Source: an optimization exercise on an open RTL-to-GDS flow (aim: small area). Production flows keep margins and buffers that such runs may drop. Only simulation tests tie the RTL to the original design; equivalence was not proved. Power figures rest on the tool's default switching activity, not on a simulated workload.

<file path="design/flow/design.v">
module pcf2127_rrc (
    input  wire        clk,
    input  wire        rst,
    input  wire        cmd_valid,
    input  wire [55:0] cmd_word,
    output wire        busy,
    output reg         done,
    output reg  [2:0]  status,
    output reg         bus_init,
    output reg  [7:0]  bus_selid,
    output reg         sel,
    output wire        xfer_req,
    output wire        xfer_rd,
    output wire [7:0]  xfer_txd,
    input  wire        xfer_ack,
    input  wire        xfer_err,
    input  wire [7:0]  xfer_rxd,
    output wire        diag_valid,
    output wire [4:0]  diag_idx,
    output wire [7:0]  diag_val,
    output reg  [7:0]  t_second,
    output reg  [7:0]  t_minute,
    output reg  [7:0]  t_hour,
    output reg  [7:0]  t_day,
    output reg  [7:0]  t_weekday,
    output reg  [7:0]  t_month,
    output reg  [7:0]  t_year
);
    localparam [2:0] S_IDLE  = 3'd0;
    localparam [2:0] S_START = 3'd1;    
    localparam [2:0] S_ADDR  = 3'd2;    
    localparam [2:0] S_DATA  = 3'd3;    
    localparam [2:0] S_SLOT  = 3'd4;    
    localparam [2:0] S_WAIT  = 3'd5;    
    localparam [2:0] S_WALK  = 3'd6;    
    localparam [2:0] S_DIV   = 3'd7;    
    localparam [2:0] K_END  = 3'd0;
    localparam [2:0] K_RD   = 3'd1;
    localparam [2:0] K_WR   = 3'd2;
    localparam [2:0] K_WAIT = 3'd3;
    localparam [2:0] K_WALK = 3'd4;
    localparam [2:0] K_DIV  = 3'd5;
    reg  [207:0] ring;
    reg  [2:0]   state;
    reg  [2:0]   step;         
    reg  [3:0]   opc;
    reg  [4:0]   k;
    reg  [4:0]   pos;
    reg  [7:0]   tx;
    reg          inited;
    wire [7:0] r0  = ring[7:0];
    wire [7:0] r1  = ring[15:8];
    wire [7:0] r19 = ring[159:152];
    function [4:0] add4;
        input [3:0] a, b;
        input       ci;
        integer i;
        reg c;
        begin
            c = ci;
            for (i = 0; i < 4; i = i + 1) begin
                add4[i] = a[i] ^ b[i] ^ c;
                c = (a[i] & b[i]) | (c & (a[i] ^ b[i]));
            end
            add4[4] = c;
        end
    endfunction
    function [3:0] inc4;
        input [3:0] a;
        input       ci;
        integer i;
        reg c;
        begin
            c = ci;
            for (i = 0; i < 4; i = i + 1) begin
                inc4[i] = a[i] ^ c;
                c = a[i] & c;
            end
        end
    endfunction
    function [4:0] inc5;
        input [4:0] a;
        integer i;
        reg c;
        begin
            c = 1'b1;
            for (i = 0; i < 5; i = i + 1) begin
                inc5[i] = a[i] ^ c;
                c = a[i] & c;
            end
        end
    endfunction
    function le8;                        
        input [7:0] a, b;
        integer i;
        reg lt, eq;
        begin
            lt = 1'b0;
            eq = 1'b1;
            for (i = 7; i >= 0; i = i - 1) begin
                lt = lt | (eq & ~a[i] & b[i]);
                eq = eq & ~(a[i] ^ b[i]);
            end
            le8 = lt | eq;
        end
    endfunction
    function ge4;                        
        input [3:0] a, b;
        integer i;
        reg gt, eq;
        begin
            gt = 1'b0;
            eq = 1'b1;
            for (i = 3; i >= 0; i = i - 1) begin
                gt = gt | (eq & a[i] & ~b[i]);
                eq = eq & ~(a[i] ^ b[i]);
            end
            ge4 = gt | eq;
        end
    endfunction
    wire [7:0] c_opc = cmd_word[55:48];
    reg        c_inrange;
    always @(*) begin
        case (c_opc)
            8'h05: c_inrange = le8(cmd_word[47:40], 8'd99) && le8(cmd_word[39:32], 8'd12) &&
                               le8(cmd_word[31:24], 8'd31) && le8(cmd_word[23:16], 8'd23) &&
                               le8(cmd_word[15:8], 8'd59)  && le8(cmd_word[7:0], 8'd59);
            8'h08: c_inrange = le8(cmd_word[31:24], 8'd59) && le8(cmd_word[23:16], 8'd59) &&
                               le8(cmd_word[15:8], 8'd23)  && le8(cmd_word[7:0], 8'd31);
            8'h0C: c_inrange = le8(cmd_word[15:8], 8'd59);    
            default: c_inrange = 1'b1;
        endcase
    end
    wire c_illegal = (|c_opc[7:4]) | (&c_opc[3:0]);
    wire c_init    = (c_opc == 8'h00);
    wire c_go      = !c_illegal && !c_init && inited && c_inrange;
    wire [2:0] c_code = c_illegal ? 3'd1 : c_init ? 3'd0 : !inited ? 3'd2 : 3'd3;
    reg [2:0] u_kind;
    reg [4:0] u_idx;
    reg [4:0] u_k0;
    reg [4:0] u_last;
    always @(*) begin
        u_kind = K_END;
        u_idx  = 5'h01;
        u_k0   = 5'd7;
        u_last = 5'd7;
        case (opc)
            4'h1: if (step == 3'b000) begin
                      u_kind = K_WR; u_idx = 5'h00; u_k0 = 5'd0; u_last = 5'd25;
                  end
            4'h2: case (step)
                    3'b000: begin u_kind = K_RD;   u_idx = 5'h0F; end
                    3'b001: begin u_kind = K_WR;   u_idx = 5'h0F; end
                    3'b011: begin u_kind = K_WAIT; u_k0 = 5'd0;   end
                    3'b111: begin u_kind = K_RD;   u_idx = 5'h0F; end
                    3'b110: begin u_kind = K_WR;   u_idx = 5'h0F; end
                    default: ;
                  endcase
            4'h3: case (step)
                    3'b000: begin u_kind = K_RD; u_idx = 5'h02; end
                    3'b001: begin u_kind = K_RD; u_idx = 5'h12; u_k0 = 5'd8; u_last = 5'd8; end
                    3'b011: begin u_kind = K_WR; u_idx = 5'h0F; end
                    3'b111: begin u_kind = K_WR; u_idx = 5'h02; end
                    3'b110: begin u_kind = K_WR; u_idx = 5'h12; u_k0 = 5'd8; u_last = 5'd8; end
                    default: ;
                  endcase
            4'h4: case (step)
                    3'b000: begin u_kind = K_RD;   u_idx = 5'h00; u_k0 = 5'd0; u_last = 5'd25; end
                    3'b001: begin u_kind = K_WALK;                u_k0 = 5'd0; u_last = 5'd25; end
                    default: ;
                  endcase
            4'h5: if (step == 3'b000) begin
                      u_kind = K_WR; u_idx = 5'h03; u_k0 = 5'd0; u_last = 5'd6;
                  end
            4'h6: case (step)
                    3'b000: begin u_kind = K_RD;   u_idx = 5'h03; u_k0 = 5'd0; u_last = 5'd6; end
                    3'b001: begin u_kind = K_WALK;                u_k0 = 5'd0; u_last = 5'd6; end
                    default: ;
                  endcase
            4'h7, 4'h9, 4'hB, 4'hD:
                  case (step)
                    3'b000: u_kind = K_RD;
                    3'b001: u_kind = K_WR;
                    default: ;
                  endcase
            4'h8, 4'hA:
                  case (step)
                    3'b000: u_kind = K_RD;
                    3'b001: u_kind = K_WR;
                    3'b011: begin u_kind = K_WR; u_idx = 5'h0A; u_k0 = 5'd0; u_last = 5'd4; end
                    default: ;
                  endcase
            4'hC: case (step)
                    3'b000: u_kind = K_DIV;
                    3'b001: u_kind = K_RD;
                    3'b011: u_kind = K_WR;
                    3'b111: begin u_kind = K_RD; u_idx = 5'h10; u_k0 = 5'd8; u_last = 5'd8; end
                    3'b110: begin u_kind = K_WR; u_idx = 5'h10; u_k0 = 5'd8; u_last = 5'd9; end
                    default: ;
                  endcase
            4'hE: case (step)
                    3'b000: u_kind = K_RD;
                    3'b001: u_kind = K_WR;
                    3'b011: begin u_kind = K_WR; u_idx = 5'h10; u_k0 = 5'd0; u_last = 5'd1; end
                    default: ;
                  endcase
            default: ;
        endcase
    end
    wire u_rd    = (u_kind == K_RD);
    wire u_lastk = (k == u_last);
    wire u_rev   = (opc == 4'h8) && (step == 3'b011);
    wire hit     = (pos == {k[4:2], k[1:0] ^ {2{u_rev}}});
    wire [4:0] k_inc    = inc5(k);
    wire [2:0] step_inc = {step[1:0], ~step[2]};    
    function [3:0] add3;
        input [3:0] x;
        add3 = {x[3] | (x[2] & (x[1] | x[0])),
                (x[2] & ~x[1] & ~x[0]) | (x[3] & x[0]),
                (~x[3] & ~x[2] & x[1]) | (x[2] & x[1] & x[0]) | (x[3] & ~x[0]),
                (~x[3] & ~x[2] & x[0]) | (x[2] & x[1] & ~x[0]) | (x[3] & ~x[0])};
    endfunction
    wire [3:0] bc1 = add3({1'b0, r0[6:4]});
    wire [3:0] bc2 = add3({bc1[2:0], r0[3]});
    wire [3:0] bc3 = add3({bc2[2:0], r0[2]});
    wire [3:0] bc4 = add3({bc3[2:0], r0[1]});
    wire [7:0] bcd = {bc1[3], bc2[3], bc3[3], bc4[3], bc4[2:0], r0[0]};
    wire [4:0] fb_s    = add4(r0[7:4], {1'b0, r0[3:1]}, 1'b0);      
    wire [4:0] fb_t    = add4(r0[7:4], {1'b0, fb_s[4:2]}, 1'b0);
    wire [7:0] frombcd = {fb_t[4:0], fb_s[1:0], r0[0]};
    wire       cdt_le60 = (r1[5:0] == 6'd0) && le8(r0, 8'd60);
    wire [6:0] dv_r  = {r0[5:0], tx[7]};                  
    wire       dv_ge = dv_r[6] | (&dv_r[5:2]);             
    wire [5:0] dv_rn = {inc4(dv_r[5:2], dv_ge), dv_r[1:0]};  
    reg [7:0] am, om;
    reg       use_bcd;
    always @(*) begin
        am = 8'hFF;
        om = 8'h00;
        use_bcd = 1'b0;
        case (opc)
            4'h1: begin
                am = 8'h00;
                om[0] = (k == 5'd6) || (k == 5'd8) || (k == 5'd15) || (k == 5'd16) ||
                        (k == 5'd22) || (k == 5'd23);
                om[1] = (k == 5'd7) || (k == 5'd15) || (k == 5'd16);
                om[2] = (k == 5'd7) || (k == 5'd15);
                om[3] = (k == 5'd25);
                om[6] = (k == 5'd18);
                om[7] = (k == 5'd10) || (k == 5'd11) || (k == 5'd12) || (k == 5'd13) || (k == 5'd14);
            end
            4'h2: if (step[2]) am = ~8'h20; else om = 8'h20;
            4'h3: case (step)
                    3'b011: begin am = 8'h00; om = 8'h07; end
                    3'b111: om = 8'hE0;
                    default: om = 8'h40;
                  endcase
            4'h5: begin use_bcd = 1'b1; if (k == 5'd4) am = 8'h00; end
            4'h7: om = 8'h02;
            4'h8: if (step == 3'b001) om = 8'h02;
                  else begin use_bcd = 1'b1; if (k == 5'd4) begin am = 8'h00; om = 8'h80; end end
            4'h9: am = ~8'h10;
            4'hA: if (step == 3'b001) am = ~8'h02; else begin am = 8'h00; om = 8'h80; end
            4'hB: om = 8'h01;
            4'hC: if (step == 3'b011) om = 8'h01;
                  else if (step == 3'b110 && !k[0]) begin am = ~8'hC3; om = {7'b0100001, r19[6]}; end
            4'hD: am = ~8'h08;
            4'hE: if (step == 3'b001) am = ~8'h01;
                  else begin am = 8'h00; om = k[0] ? 8'h00 : 8'h03; end
            default: ;
        endcase
    end
    wire [7:0] wdata = ((use_bcd ? bcd : r0) & am) | om;
    assign busy       = (state != S_IDLE);
    assign xfer_req   = (state == S_ADDR) || (state == S_DATA);
    assign xfer_rd    = (state == S_DATA) && u_rd;
    assign xfer_txd   = tx;
    assign diag_valid = (state == S_WALK) && !opc[1] && hit;
    assign diag_idx   = k;
    assign diag_val   = r0;
    wire accept = (state == S_IDLE) && cmd_valid;
    wire dv_step = (state == S_DIV) && (pos == 5'd1) && (k != 5'd8);
    wire dv_end  = (state == S_DIV) && (pos == 5'd9) && (k == 5'd8);
    wire [7:0] tail = ((state == S_SLOT && u_rd && hit) || dv_end) ? tx :
                      dv_step ? {2'b01, dv_rn} : r0;
    always @(posedge clk) begin
        ring <= {tail, ring[207:8]};
        if (accept) begin
            ring[7:0]   <= cmd_word[7:0];
            ring[14:8]  <= {1'b0, cmd_word[13:8]};
            ring[22:16] <= {1'b0, cmd_word[21:16]};
            ring[30:24] <= {1'b0, cmd_word[29:24]};
            ring[46:40] <= {3'b000, cmd_word[35:32]};
            ring[54:48] <= cmd_word[46:40];
        end
        pos <= (pos == 5'd25) ? 5'd0 : inc5(pos);
        if (accept)
            pos <= 5'd0;
    end
    always @(posedge clk) begin
        if (rst) begin
            state    <= S_IDLE;
            inited   <= 1'b0;
            status   <= 3'd0;
            done     <= 1'b0;
            sel      <= 1'b0;
            bus_init <= 1'b0;
        end else begin
            done     <= 1'b0;
            bus_init <= 1'b0;
            case (state)
                S_IDLE: begin
                    if (cmd_valid) begin
                        opc  <= c_opc[3:0];
                        step <= 3'd0;
                        if (c_go) begin
                            state <= S_START;
                        end else begin
                            status <= c_code;
                            done   <= 1'b1;
                            if (c_init) begin
                                bus_selid <= cmd_word[7:0];
                                bus_init  <= 1'b1;
                                inited    <= 1'b1;
                            end
                        end
                    end
                end
                S_START: begin
                    k <= u_k0;
                    case (u_kind)
                        K_RD, K_WR: begin
                            sel   <= 1'b1;
                            tx    <= {u_rd, 2'b01, u_idx};
                            state <= S_ADDR;
                        end
                        K_WAIT: state <= S_WAIT;
                        K_WALK: state <= S_WALK;
                        K_DIV: begin
                            tx    <= wdata;             
                            k     <= cdt_le60 ? 5'd8 : 5'd0;
                            state <= S_DIV;
                        end
                        default: begin
                            status <= 3'd0;
                            done   <= 1'b1;
                            state  <= S_IDLE;
                        end
                    endcase
                end
                S_ADDR: begin
                    if (xfer_err) begin
                        sel    <= 1'b0;
                        status <= 3'd4;
                        done   <= 1'b1;
                        state  <= S_IDLE;
                    end else if (xfer_ack) begin
                        state <= u_rd ? S_DATA : S_SLOT;
                    end
                end
                S_SLOT: begin
                    if (hit) begin
                        if (u_rd) begin
                            if (!sel) begin
                                step  <= step_inc;
                                state <= S_START;
                            end else begin
                                k     <= k_inc;
                                state <= S_DATA;
                            end
                        end else begin
                            tx    <= wdata;
                            state <= S_DATA;
                        end
                    end
                end
                S_DATA: begin
                    if (xfer_err) begin
                        sel    <= 1'b0;
                        status <= 3'd4;
                        done   <= 1'b1;
                        state  <= S_IDLE;
                    end else if (xfer_ack) begin
                        if (u_lastk) sel <= 1'b0;
                        if (u_rd) begin
                            tx    <= xfer_rxd;
                            state <= S_SLOT;
                        end else if (u_lastk) begin
                            step  <= step_inc;
                            state <= S_START;
                        end else begin
                            k     <= k_inc;
                            state <= S_SLOT;
                        end
                    end
                end
                S_WAIT: begin
                    if (pos == 5'd0) begin
                        k <= k_inc;
                        if (k == 5'd4) begin
                            step  <= step_inc;
                            state <= S_START;
                        end
                    end
                end
                S_WALK: begin
                    if (hit) begin
                        k <= k_inc;
                        if (u_lastk) begin
                            step  <= step_inc;
                            state <= S_START;
                        end
                    end
                end
                S_DIV: begin
                    if (dv_step) begin
                        tx <= {tx[6:0], dv_ge};
                        k  <= k_inc;
                    end
                    if (dv_end) begin
                        step  <= step_inc;
                        state <= S_START;
                    end
                end
                default: state <= S_IDLE;
            endcase
        end
    end
    always @(posedge clk) begin
        if (state == S_WALK && opc[1] && hit) begin
            t_year    <= frombcd;
            t_month   <= t_year;
            t_weekday <= t_month;
            t_day     <= t_weekday;
            t_hour    <= t_day;
            t_minute  <= t_hour;
            t_second  <= t_minute;
        end
    end
endmodule
</file>
<file path="design/flow/flow/run.sh">
#!/bin/bash
# The standard layout (standard.sh, unchanged synthesis, floorplan, power grid and taps),
# with two placement/CTS choices made through ORFS's own variables:
#  - port buffers use the smallest buffer cell (every port still gets its own buffer);
#  - the clock tree uses small clock buffers in small clusters and no dummy loads.
set -euo pipefail
export BUFFER_PORTS_ARGS="-buffer_cell sky130_fd_sc_hd__buf_1"
export CTS_ARGS="-sink_clustering_enable -repair_clock_nets -dont_use_dummy_load -buf_list sky130_fd_sc_hd__clkbuf_4 -sink_clustering_size 10 -sink_clustering_max_diameter 40"
bash standard.sh > standard_make.log 2>&1
</file>
<file path="design/flow/standard.sh">
#!/bin/bash
# synth_recipe.tcl (not shown) runs the flow's synth.tcl, then flattens the netlist and writes it again
# the make line also repeats each setting of config.mk as NAME=value (left out here)
make -C /OpenROAD-flow-scripts/flow DESIGN_CONFIG=/design/flow/config.mk WORK_HOME=/design/flow/orfs CLKGATE_MAP_FILE= SYNTH_SCRIPT=/design/flow/synth_recipe.tcl "${@:-finish}"
</file>
<file path="design/flow/config.mk">
export PLATFORM = sky130hd
export DESIGN_NAME = pcf2127_rrc
export DESIGN_NICKNAME = pcf2127_rrc
export VERILOG_FILES = /design/flow/design.v
export SDC_FILE = /design/flow/constraint.sdc
export NUM_CORES = 4
export LEC_CHECK = 0
export ABC_AREA = 1
export CAP_MARGIN = 20
export CORE_MARGIN = 2
export CORE_UTILIZATION = 40
export PLACE_DENSITY = 0.6
export SLEW_MARGIN = 20
</file>
<file path="design/flow/constraint.sdc">
create_clock -name core_clock -period 14.0 [get_ports {clk}]
set_input_delay 2.8000 -clock core_clock [delete_from_list [all_inputs] [get_ports {clk}]]
set_output_delay 2.8000 -clock core_clock [all_outputs]
set_load 0.01 [all_outputs]
</file>
==> flow_metrics.py <==
metrics = {
    "worst_setup_path": {
        "timing.reg2reg.setup_slack_ps": 10730,
        "worstPathCellList": "inv_2, nand2_2, nor2_2, inv_2, o21ai_0, o21ai_1, nand2_1, nand3_2, nor2_1, buf_1",
        "critPathArrivalTime_ps": 2760,
        "max_stage_delay_ps": 520,
        "cp_slowest_cell": "edfxtp_1",
        "start_kind": "flip-flop",
        "worstSetupPathType": "reg -> out",
        "crit_required_ps": 11200,
        "cpMostUsedCell": "inv_2",
        "cp-startpoint": "opc[0]",
        "path_max_fanout": 9,
        "cp-end-kind": "output port",
        "crit-reg2reg-launch": "ring[4]",
    },
    "clocking": {
        "cts_resized": 0,
        "clock_latency_ps": 680,
        "cts.sinks": 307,
        "cts_buffer_depth": 3,
        "cts-buffers-inserted": 42,
        "cts_root_buffer": "clkbuf_4",
        "cts_hold_buffers": 0,
        "path_clk_slew_ps": 100,
        "cts_tree": "built",
        "htree_levels": 2,
        "post_cts_buffers": 0,
    },
    "die": {
        "initial_core_util_pct": 40.8,
        "coreArea_um2": 27000,
        "die_w_um": 170,
        "rows": 60,
        "ios": 164,
        "die_h_um": 170,
        "dieArea_um2": 28900,
    },
    "finish": {
        "area_delta_synth_final_pct": 11.6,
        "fill_cells": 2664,
        "nNetsFinal": 1359,
        "drive_gt1_share_pct": 10.6,
        "multi_input_area_um2": 3490,
        "seqCellArea_um2": 6990,
    },
    "sta": {
        "slew_headroom_pct": 37.7,
        "setup-tns-final_ps": 0,
        "rsz0062_at_grt": "false",
        "worstMarginPinSlew_ps": 928,
        "hold_viol_final": 0,
        "drv_slew": 0,
        "maxClockFrequency_ghz": 0.180,
        "setup_viol": 0,
        "fin_crit_ps": 5560,
        "timing.hold.ws_ps": 257,
        "period_share_pct": 39.7,
        "clock_skew_ps": 110,
    },
    "synthesis": {
        "synth_cell_type_count": 55,
        "synth_area_um2": 11000,
        "ys_top_cells_by_count": "dfxtp_1, nand2_1, inv_1",
        "async_reset_ff_share_pct": 0,
        "dominantRegCellSynth": "dfxtp_1",
        "yosys_warnings": 1,
        "yosys.area.top_type": "dfxtp_1",
        "yosys-top-cells-area": "dfxtp_1, edfxtp_1, nand2_1, inv_1, mux2_2",
        "syn_inst": 1079,
        "synth-edff-count": 84,
        "synth_seq_cells": 307,
        "synth.yosys.seq_area_share_pct": 63.4,
        "yosysMostFrequentCell": "dfxtp_1",
        "syn-num-nets": 1170,
        "syn_avg_cell_area_um2": 10.2,
        "yosysTopAreaCellShare_pct": 40.5,
    },
    "pwr": {
        "power_density_nw_per_um2": 122,
        "p_leak_nw": 5.05,
        "ir_drop_v": 0.0000468,
        "finalPower_mw": 1.50,
    },
    "drt": {
        "drt-initial-drc-count": 590,
        "wl_per_cell_um": 17.4,
        "drc_errors": 0,
        "viasPerCell": 5.02,
        "vias": 8079,
        "postRouteAntennaNets": 0,
        "dr.pass1.iters": 6,
        "wirelength_um": 27900,
    },
    "run": {
        "drv_cap": 0,
    },
    "global_routing": {
        "grt_usage_pct": 19.1,
        "grt_max_degree": 57,
        "grt_pass1_vias": 7652,
        "overflow": 0,
        "antenna_found_initial": 2,
        "grt_pass1_wl_um": 42300,
    },
    "placed_design": {
        "dpl.hpwl_um": 21400,
        "io_buffers": 163,
        "routabilityCongestion": 0.960,
    },
    "run_status": {
        "status": "no timing/DRC/antenna violations",
    },
    "worst_hold_path": {
        "hold_path_class": "reg -> reg",
        "min_from": "ring[63]",
    },
}
-- routing by layer --
metal / track usage [%] / share of wire, %
met5: 0 / 0.047
met4: 4.76 / 2.0
met3: 4.72 / 8.6
met2: 30.5 / 43
met1: 26.0 / 46
-- cell type report --
class / instances / area share (%)
Antenna cell: 1 / 0.0203
Clock buffer: 42 / 2.56
Inverter: 116 / 3.54
Multi-Input combinational cell: 634 / 28.4
Sequential cell: 307 / 56.8
Tap cell: 341 / 3.47
Timing Repair Buffer: 167 / 5.22
-- sequential cells by signal, indices dropped and copies added, names as in the netlist, 4 cells and up --
name and count:
tx 8, k 5, opc 4, t_second 8, t_month 8, ring 208, t_weekday 8, pos 5
t_minute 8, t_day 8, t_year 8, bus_selid 8, t_hour 8
-- cell usage in the layout (no fill, tap or decap), drive strengths merged, types with 3 or more instances in the layout --
cell type  Yosys  layout
nand2        232     232
or2            3       3
nor3          22      22
dfxtp        223     223
o21ai         53      53
clkbuf         7      42
o211ai         6       6
a221oi         6       6
a211oi         3       3
buf           15     167
edfxtp        84      84
xnor2          4       4
mux2          32      32
a31oi          6       6
nand3         65      65
nand4         19      19
a21oi         26      26
ha            18      18
fa             4       4
nor2         109     109
inv          115     115
nor4           6       6
-- critical path: cells and delay by family, from the launching register on --
kind | cells | cell delay [ps]
AND/OR/NAND/NOR | 5 | 860
flip-flops | 1 | 520
buffers and inverters | 3 | 460
AO/OA/AOI/OAI | 2 | 290
-- report_power, final --
| part | total (mW) | leakage [nW] | internal (mW) | switching, mW |
|---|---|---|---|---|
| logic | 0.108 | 2.22 | 0.0399 | 0.0677 |
| clock network | 0.396 | 0.193 | 0.138 | 0.258 |
| registers | 0.995 | 2.63 | 0.971 | 0.0246 |
| total | 1.50 | 5.05 | 1.15 | 0.350 |
-- cell families (layout without fill, tap and decap cells) --
logic type | Yosys count | after routing | synth area share [%]
other | 0 | 1 | 0
and+or+nand+nor | 459 | 459 | 18.6
adders and majority gates | 22 | 22 | 2.77
DFF | 307 | 307 | 63.4
muxes | 32 | 32 | 3.27
AOI/OAI and AO/OA | 116 | 116 | 6.52
xor gates and xnor gates | 5 | 5 | 0.397
buffers and inverters | 138 | 325 | 5.04
-- path summary, 6_finish.rpt --
path                                  end  cells after the start
worst max-delay path              xfer_rd                     10
worst min-delay path             ring[55]                      0
worst max register to register  t_year[6]                      7
worst min register to register   ring[55]                      0
-- per-stage QoR --
| stage | cell area (um^2) | setup WS (ps) | utilization [%] | instances |
|---|---|---|---|---|
| finish | 12300 | 8440 | 45.5 | 1608 |
| global route | 12300 | 8110 | 45.5 | 1608 |
| CTS | 12300 | 8410 | 45.5 | 1607 |
| detailed placement | 12000 | 9140 | 44.3 | 1565 |
| global placement | 12000 | 9150 | 44.3 | 1565 |
| floorplan | 11000 | 8430 | - | 1079 |

-- static timing again, ports no longer ideal --
No port has a modelled driver above. Below, the same layout with a new extraction and two added sets of constraints. Step 1: set_driving_cell puts a clkbuf_16 on clk and a buf_2 on each other input, an assumption about the parent block. Step 2 adds t to the input delays and takes it off the output delays; t is the mean of the earliest and latest rising clock arrival at the registers after step 1. Input paths then give back, and output paths get back, about the clock's delay inside the block. Slacks: ideal ports / drivers / drivers and shift; pairs: ideal ports / drivers.
t, ns: 0.664
setup WS [ns]: 8.442 / 8.400 / 9.064
worst setup path at the end: register to output
After both steps this run still meets setup and hold. For this run, drivers alone change the setup slack by -0.042 ns; drivers and shift together by +0.622 ns.
